Context: an optimization exercise on an open-source flow, tuned for small area, a short achievable clock period and few clock cycles. The choices shown serve that exercise and are no tape-out recipe. The RTL was checked by simulation tests, not by an equivalence proof against the original design. Power and IR drop assume default switching activity.

Design bdsp_engine, start of the top module:
module bdsp_engine (
    input             clk,
    input             rst,
    input             bus_valid,
    input             bus_write,
    input      [18:0] bus_addr,
    input      [31:0] bus_wdata,
    output reg        bus_rvalid,
    output reg [31:0] bus_rdata,
    output reg        bus_err,
    output            irq
);
For scale: ~11,000 cells after synthesis, about 2,100 flip-flops, roughly 120,000 um^2 of cells after synthesis.
export LEC_CHECK = 0
export CAP_MARGIN = 20
export CORE_MARGIN = 2
export CORE_UTILIZATION = 30
export CTS_CLUSTER_DIAMETER = 110
export CTS_CLUSTER_SIZE = 22
export PLACE_DENSITY = 0.75
export SLEW_MARGIN = 20
create_clock -name core_clock -period 14.0 [get_ports {clk}]
standard.sh (not shown) runs the stock make flow with config.mk's settings and CLKGATE_MAP_FILE= SYNTH_SCRIPT=/design/flow/synth_recipe.tcl, a recipe that flattens the netlist after the stock synthesis.
==> flow/flow/run.sh <==
#!/bin/bash
# The standard ORFS layout (the standard.sh), with a larger setup-repair
# margin: timing repair keeps working until paths are 8 ns shorter than the
# clock period. The clock period, constraints and every other step are the
# standard ones. make's full output goes to flow_make.log.
set -euo pipefail
bash standard.sh SETUP_SLACK_MARGIN=8 finish > flow_make.log 2>&1
Testbench counts at the start, summed over its fixed seeds: cycles 22,979.
Then changed:
==> flow/flow/run.sh (replaced) <==
#!/bin/bash
# The standard ORFS layout (the standard.sh), with a larger setup-repair
# margin: timing repair keeps working until paths are 8.5 ns shorter than the
# clock period. The clock period, constraints and every other step are the
# standard ones. make's full output goes to flow_make.log.
set -euo pipefail
bash standard.sh SETUP_SLACK_MARGIN=8.5 finish > flow_make.log 2>&1
- CORE_UTILIZATION: 30 -> 40
- PLACE_DENSITY: 0.75 -> not set
After rerunning: The new run produced a clean layout; die area decreases by a quarter to a third; power goes up by a few percent; setup slack gains 210 ps; non-clock buffer count rises by 110; synthesized area is unchanged; routed wire length climbs by a few percent; clock power rose by a few percent; sequential cell count stays the same.
Then changed:
==> flow/flow/run.sh (replaced) <==
#!/bin/bash
# The standard ORFS layout (the standard.sh), with a larger setup-repair
# margin: timing repair keeps working until paths are 8 ns shorter than the
# clock period. The clock period, constraints and every other step are the
# standard ones. make's full output goes to flow_make.log.
set -euo pipefail
bash standard.sh SETUP_SLACK_MARGIN=8 finish > flow_make.log 2>&1
- CORE_UTILIZATION: 40 -> 30
- CTS_CLUSTER_DIAMETER: 110 -> not set
- CTS_CLUSTER_SIZE: 22 -> not set
What happened:
- routed wire length falls slightly
- die area rises by a quarter to a third
- worst hold slack loses 3.9 ps
- area after synthesis stays the same
- fmax decreases by a few percent
- first-iteration DRC count goes down by a few percent


Setup of the reference run:
bdsp_engine again, from the RTL that the note above started with.
Settings: LEC_CHECK=0, CAP_MARGIN=20, CORE_MARGIN=2, CORE_UTILIZATION=30, CTS_CLUSTER_DIAMETER=110, CTS_CLUSTER_SIZE=22, SLEW_MARGIN=20; clock period 14.0 ns.
==> flow/flow/run.sh <==
#!/bin/bash
# The standard ORFS layout (the standard.sh), with a larger setup-repair
# margin: timing repair keeps working until paths are 9 ns shorter than the
# clock period. The clock period, constraints and every other step are the
# standard ones. make's full output goes to flow_make.log.
set -euo pipefail
bash standard.sh SETUP_SLACK_MARGIN=9 finish > flow_make.log 2>&1
Testbench counts of the reference run, summed over its fixed seeds: cycles 22,979.
[inputs] the trial run vs the reference run
diff --git a/flow/flow/run.sh b/flow/flow/run.sh
--- a/flow/flow/run.sh
+++ b/flow/flow/run.sh
@@ -3 +3 @@
-# margin: timing repair keeps working until paths are 9 ns shorter than the
+# margin: timing repair keeps working until paths are 8 ns shorter than the
@@ -7 +7 @@
-bash standard.sh SETUP_SLACK_MARGIN=9 finish > flow_make.log 2>&1
+bash standard.sh SETUP_SLACK_MARGIN=8 finish > flow_make.log 2>&1
Findings:
- The trial run against the reference run: length in cells of the worst reg-to-reg path saw a decrease, met2 track demand over resource now sits lower, total power density per cell area shows a reduction of about 0.9%.
- Required time of the critical path was higher in the reference run than in the trial run.
- Compared with the reference run, the trial run shows a non-filler instance count after layout that is 226 lower.
- The final reports for the trial run and the reference run show final design area excluding fillers lower in the former.
- Placer's final routability congestion estimate was higher in the run labelled the trial run.
- Looking at first-pass GRT wire length, the trial run sits about 2.6% lower than the reference run does.
- The trial run has final-layout worst hold slack above what the reference run had.

[port drivers added, routing unchanged]
No port has a modelled driver above. Below, the same layouts with a new extraction and two added sets of constraints. Step 1 assumes that a clkbuf_16 drives the clock port and a buf_2 every other input. Step 2 also shifts input and output timing later by t, the mid clock arrival at the registers, as if the neighbouring blocks saw the same clock. Three values: ideal ports, drivers, drivers and shift; two values: the first two.
| run | t, ns | setup slack, ns | clock arrival spread, ns | slew at the worst register clock pin (ns) | cell pins on the clock port's net |
|---|---|---|---|---|---|
| the first run of note 1 | 0.899 | 7.990 / 7.949 / 7.049 | 0.081 / 0.081 | 0.10 / 0.10 | 1 |
| the second run of note 1 | 0.892 | 8.204 / 8.204 / 7.560 | 0.106 / 0.105 | 0.10 / 0.10 | 1 |
| the third run of note 1 | 0.981 | 8.002 / 8.014 / 7.059 | 0.121 / 0.122 | 0.07 / 0.07 | 1 |
| the reference run | 0.918 | 8.323 / 8.323 / 7.875 | 0.100 / 0.100 | 0.11 / 0.11 | 1 |
| the trial run | 0.885 | 8.022 / 8.061 / 7.176 | 0.094 / 0.094 | 0.11 / 0.11 | 1 |
After both steps setup and hold are still met in every run listed. For the third run of note 1, which loses most, drivers alone change the setup slack by +0.012 ns; drivers and shift together by -0.943 ns.
